Context: an optimization exercise on an open-source flow, tuned for small area, a short achievable clock period and few clock cycles. The choices shown serve that exercise and are no tape-out recipe. Where RTL was checked, it was by simulation tests only, not by an equivalence proof against the original.

==> trial 61 <==
## pxe_core
module pxe_core (
    input  wire        clk,
    input  wire        rst,
    input  wire        cmd_valid,
    output wire        cmd_ready,
    input  wire [4:0]  cmd_op,
    input  wire [31:0] cmd_key,
    input  wire [15:0] cmd_height,
    input  wire [15:0] cmd_width,
    input  wire        in_valid,
    output wire        in_ready,
    input  wire [23:0] in_data,
    output wire        out_valid,
    input  wire        out_ready,
    output wire [23:0] out_data,
    output wire        mem_ren_a,
    output wire [9:0]  mem_raddr_a,
    input  wire [31:0] mem_rdata_a,
    output wire        mem_ren_b,
    output wire [9:0]  mem_raddr_b,
    input  wire [31:0] mem_rdata_b,
    output wire        mem_we,
    output wire [9:0]  mem_waddr,
    output wire [31:0] mem_wdata
);
make LEC_CHECK=0 CAP_MARGIN=20 CORE_MARGIN=2 CORE_UTILIZATION=65 SETUP_SLACK_MARGIN=4.0 SLEW_MARGIN=20 finish   # period 9.0 ns
run.sh (not shown) runs the stock make flow with config.mk's settings and CLKGATE_MAP_FILE= SYNTH_SCRIPT=/design/flow/synth_recipe.tcl, a recipe that flattens the netlist after the stock synthesis.
==> trial 6: changes against trial 61 <==
--- a/flow/design.v
+++ b/flow/design.v
@@ -32,16 +32,17 @@
                      P_SMP = 2'd2;    
     reg [1:0]  state;
     reg        shuf;        
     reg        dec;
     reg [31:0] x;           
     reg [9:0]  cnt;         
+    reg [9:0]  ra;          
     reg        msb;         
     reg        d_valid;     
     reg        w_valid;     
-    reg [15:0] wid, col, row;    
+    reg [15:0] wm1, col, row;
     reg [1:0]  phase;
     reg [1:0]  j1;
     reg [1:0]  cp0, cp1, cp2;
     reg [1:0]  bsel;        
     reg [23:0] out_reg;
     reg        out_v;
@@ -379,16 +380,13 @@
     wire cs_s339 = cs_s295 ^ cs_c328 ^ cs_s329;
     wire cs_c340 = (cs_s295 & cs_c328) | (cs_s295 & cs_s329) | (cs_c328 & cs_s329);
     wire cs_s341 = cs_s297 ^ cs_c330 ^ cs_s331;
     wire [31:0] ms_a = {cs_c340, cs_c338, cs_c336, cs_c334, cs_s333, cs_c320, cs_c318, cs_c316, cs_c314, cs_c312, cs_c310, cs_c308, cs_c306, cs_c304, cs_c302, cs_s301, cs_c256, cs_c254, cs_c252, cs_c250, cs_c248, cs_c246, cs_c244, cs_c242, cs_c240, cs_s239, cs_s149, cs_c8, cs_c6, cs_c4, cs_s3, cs_s1};
     wire [31:0] ms_b = {cs_s341, cs_s339, cs_s337, cs_s335, 1'b0, cs_s321, cs_s319, cs_s317, cs_s315, cs_s313, cs_s311, cs_s309, cs_s307, cs_s305, cs_s303, 1'b0, cs_s257, cs_s255, cs_s253, cs_s251, cs_s249, cs_s247, cs_s245, cs_s243, cs_s241, 1'b0, 1'b0, cs_s9, cs_s7, cs_s5, cs_c2, 1'b0};
     wire [31:0] x_next = ms_a + ms_b;
-    wire [10:0] ra_s = {1'b0, cnt} + {9'd0, d_valid} + 11'd2;
-    wire [10:0] rb_s = {1'b0, cnt} + {9'd0, d_valid} + 11'd398;
-    wire [9:0]  ra   = (ra_s >= 11'd624) ? ra_s[9:0] - 10'd624 : ra_s[9:0];
-    wire [9:0]  rb   = (rb_s >= 11'd624) ? rb_s[9:0] - 10'd624 : rb_s[9:0];
+    wire [9:0]  rb = (ra >= 10'd228) ? ra - 10'd228 : ra + 10'd396;
     wire [31:0] tw = mem_rdata_b ^ {1'b0, msb, mem_rdata_a[30:1]}
                      ^ (mem_rdata_a[0] ? 32'h9908B0DF : 32'h0);
     function [31:0] temper;
         input [31:0] v;
         reg [31:0] t;
         begin
@@ -414,33 +412,33 @@
     endfunction
     wire [1:0] cp_b  = (bsel == 2'd0) ? cp0 : (bsel == 2'd1) ? cp1 : cp2;
     wire [1:0] src   = (shuf && !dec) ? cp_b : bsel;    
     wire [1:0] dst   = (shuf && dec)  ? cp_b : bsel;    
     wire [7:0] s_in  = sel_byte(in_data, src);
     wire        acc_nz = (w8[6:0] <= 7'd99);
-    wire [7:0]  s_inv   = s_in ^ {8{dec}};
-    wire [9:0]  sum     = {2'b00, s_inv} + {3'b000, w8[6:0]} - 10'd50;
-    wire [7:0]  clipped = (sum[9] ? 8'd0 : (sum[8] ? 8'd255 : sum[7:0])) ^ {8{dec}};
+    wire signed [9:0] nz  = $signed({3'b000, w8[6:0]}) - 10'sd50;
+    wire signed [9:0] sv  = $signed({2'b00, s_in});
+    wire signed [9:0] sum = dec ? (sv - nz) : (sv + nz);
+    wire [7:0]  clipped = sum[9] ? 8'd0 : (sum[8] ? 8'd255 : sum[7:0]);
     wire [7:0]  res     = shuf ? clipped : (s_in ^ w8);
     wire [7:0]  k8  = x[7:0];
-    wire [7:0]  mka = dec ? ~k8 : 8'd0;
-    wire [7:0]  mkc = dec ? 8'hFF : k8;
-    wire [7:0]  m_r0 = ((in_data[7:0]   ^ mka) + k8) ^ mkc;
-    wire [7:0]  m_r1 = ((in_data[15:8]  ^ mka) + k8) ^ mkc;
-    wire [7:0]  m_r2 = ((in_data[23:16] ^ mka) + k8) ^ mkc;
+    wire [7:0]  mka = dec ? k8 : 8'd0;
+    wire [7:0]  mkb = dec ? ~k8 : k8;
+    wire [7:0]  mkc = dec ? 8'd0 : k8;
+    wire [7:0]  m_r0 = (((in_data[7:0]   ^ mka) + mkb + {7'd0, dec}) ^ mkc);
+    wire [7:0]  m_r1 = (((in_data[15:8]  ^ mka) + mkb + {7'd0, dec}) ^ mkc);
+    wire [7:0]  m_r2 = (((in_data[23:16] ^ mka) + mkb + {7'd0, dec}) ^ mkc);
     wire out_free = !out_v || out_ready;
     wire in_draw  = (state == S_DRAW);
     wire smp_word = !shuf || (phase == P_SMP && acc_nz);
     wire consume  = w_valid && (!smp_word || (in_valid && out_free));
     wire put      = w_valid && smp_word && in_valid && out_free;    
     wire advance  = d_valid && (!w_valid || consume);
     wire pix_done = (put && bsel == 2'd2) ||
                     ((state == S_MATH) && in_valid && out_free);
-    wire last_col = (col == 16'd1);
-    wire last_pix = last_col && (row == 16'd1);
-    wire [15:0] cr_dec = (last_col ? row : col) - 16'd1;
+    wire last_pix = (row == 16'd0) && (col == 16'd0);
     wire issue    = ((state == S_RESEED) && (cnt == 10'd623)) ||
                     (in_draw && !(pix_done && last_pix) && (!d_valid || advance));
     assign cmd_ready = (state == S_IDLE);
     assign in_ready  = (in_draw && w_valid && smp_word && bsel == 2'd2 && out_free) ||
                        ((state == S_MATH) && out_free);
     assign out_valid = out_v;
@@ -460,24 +458,27 @@
             out_v   <= 1'b0;
         end else begin
             if (out_ready)
                 out_v <= 1'b0;
             if (pix_done)
                 out_v <= 1'b1;
+            if (issue)
+                ra <= (ra == 10'd623) ? 10'd0 : ra + 10'd1;
             case (state)
                 S_IDLE: begin
                     if (cmd_valid) begin
                         shuf  <= cmd_op[2];
                         dec   <= cmd_op[4];
                         x     <= cmd_key;
                         cnt   <= 10'd0;
+                        ra    <= 10'd1;
                         phase <= P_J1;
                         bsel  <= 2'd0;
-                        wid   <= cmd_width;
-                        col   <= cmd_width;
-                        row   <= cmd_height;
+                        wm1   <= cmd_width - 16'd1;
+                        col   <= cmd_width - 16'd1;
+                        row   <= cmd_height - 16'd1;
                         if (cmd_height == 16'd0 || cmd_width == 16'd0)
                             state <= S_IDLE;
                         else if (cmd_op[1])
                             state <= S_MATH;
                         else
                             state <= S_RESEED;
@@ -541,16 +542,16 @@
             endcase
             if (pix_done) begin
                 if (last_pix) begin
                     state   <= S_IDLE;
                     d_valid <= 1'b0;
                     w_valid <= 1'b0;
-                end else if (last_col) begin
-                    col <= wid;
-                    row <= cr_dec;
+                end else if (col == 16'd0) begin
+                    col <= wm1;
+                    row <= row - 16'd1;
                 end else begin
-                    col <= cr_dec;
+                    col <= col - 16'd1;
                 end
             end
         end
     end
 endmodule
CORE_UTILIZATION = 40   (was 65)
SETUP_SLACK_MARGIN = 5.0   (was 4.0)
==> qor summary <==
| quantity | trial 61 | trial 6 |
|---|---|---|
| Outcome | timing/DRC/antenna clean | timing/DRC/antenna clean |
| CP endpoint | mem_raddr_a[4] | x[30]$_DFFE_PP_ |
| Routability congestion estimate | 0.943 | 0.868 |
| Met3 Use GR | 8.61% | 5.29% |
| CP Capture Type | primary output | register |
| Mapped Avg Cell Area | 9.18 µm² | 9.34 µm² |
| Met1 routed wirelength after detailed routing | 21100 µm | 23500 µm |
| Util after Layout | 88.0% | 55.3% |
| Biggest cell delay along the critical path | 0.60 ns | 0.51 ns |
| Post-layout net count | 2540 | 2626 |
| First-pass iteration count of the detailed router | 12 | 6 |
| Synthesized Nets | 2168 | 2222 |
| Number of global-route vias before repair | 15900 | 14400 |
| Met2 wire len | 29900 µm | 25400 µm |
| Setup Crit Path Kind | reg2out | reg2reg |
| DR vias/cell | 6.86 | 5.27 |
| Post-synthesis sequential area ratio | 24.3% | 25.4% |
| Worst setup margin | 3.33 ns | 3.99 ns |
| Design area | 21900 µm² | 23100 µm² |
| Initial cell density of the core | 65.6% | 40.3% |
Testbench counts of trial 6, summed over its fixed seeds: cycles 72,153.
Only the layout flow was run in trial 61; the RTL was not checked for function there.

what the ideal ports hide:
The results above use ideal ports. As a check the final layouts listed here were re-extracted and re-timed, cells and wires unchanged.
Step 1: set_driving_cell puts a clkbuf_16 on clk and a buf_2 on each other input, an assumption about the parent block.
Step 2 times the ports against the registers' clock, not the clock port: input delays grow and output delays shrink by t, the midpoint of the rising clock arrivals with the driver on.
Three values: ideal ports, drivers, drivers and shift; two values: the first two.
run | shift t [ns] | setup WS [ns] | hold WS [ns] | latest minus earliest clock arrival (ns) | worst slew at a driven data input, ns
trial 61 | 0.479 | 3.329 / 3.280 / 3.494 | 0.545 / 0.545 / 0.545 | 0.016 / 0.015 | 0.11
trial 6 | 0.514 | 3.987 / 3.977 / 3.987 | 0.532 / 0.532 / 0.532 | 0.020 / 0.020 | 0.08
After both steps setup and hold are still met in every run listed.
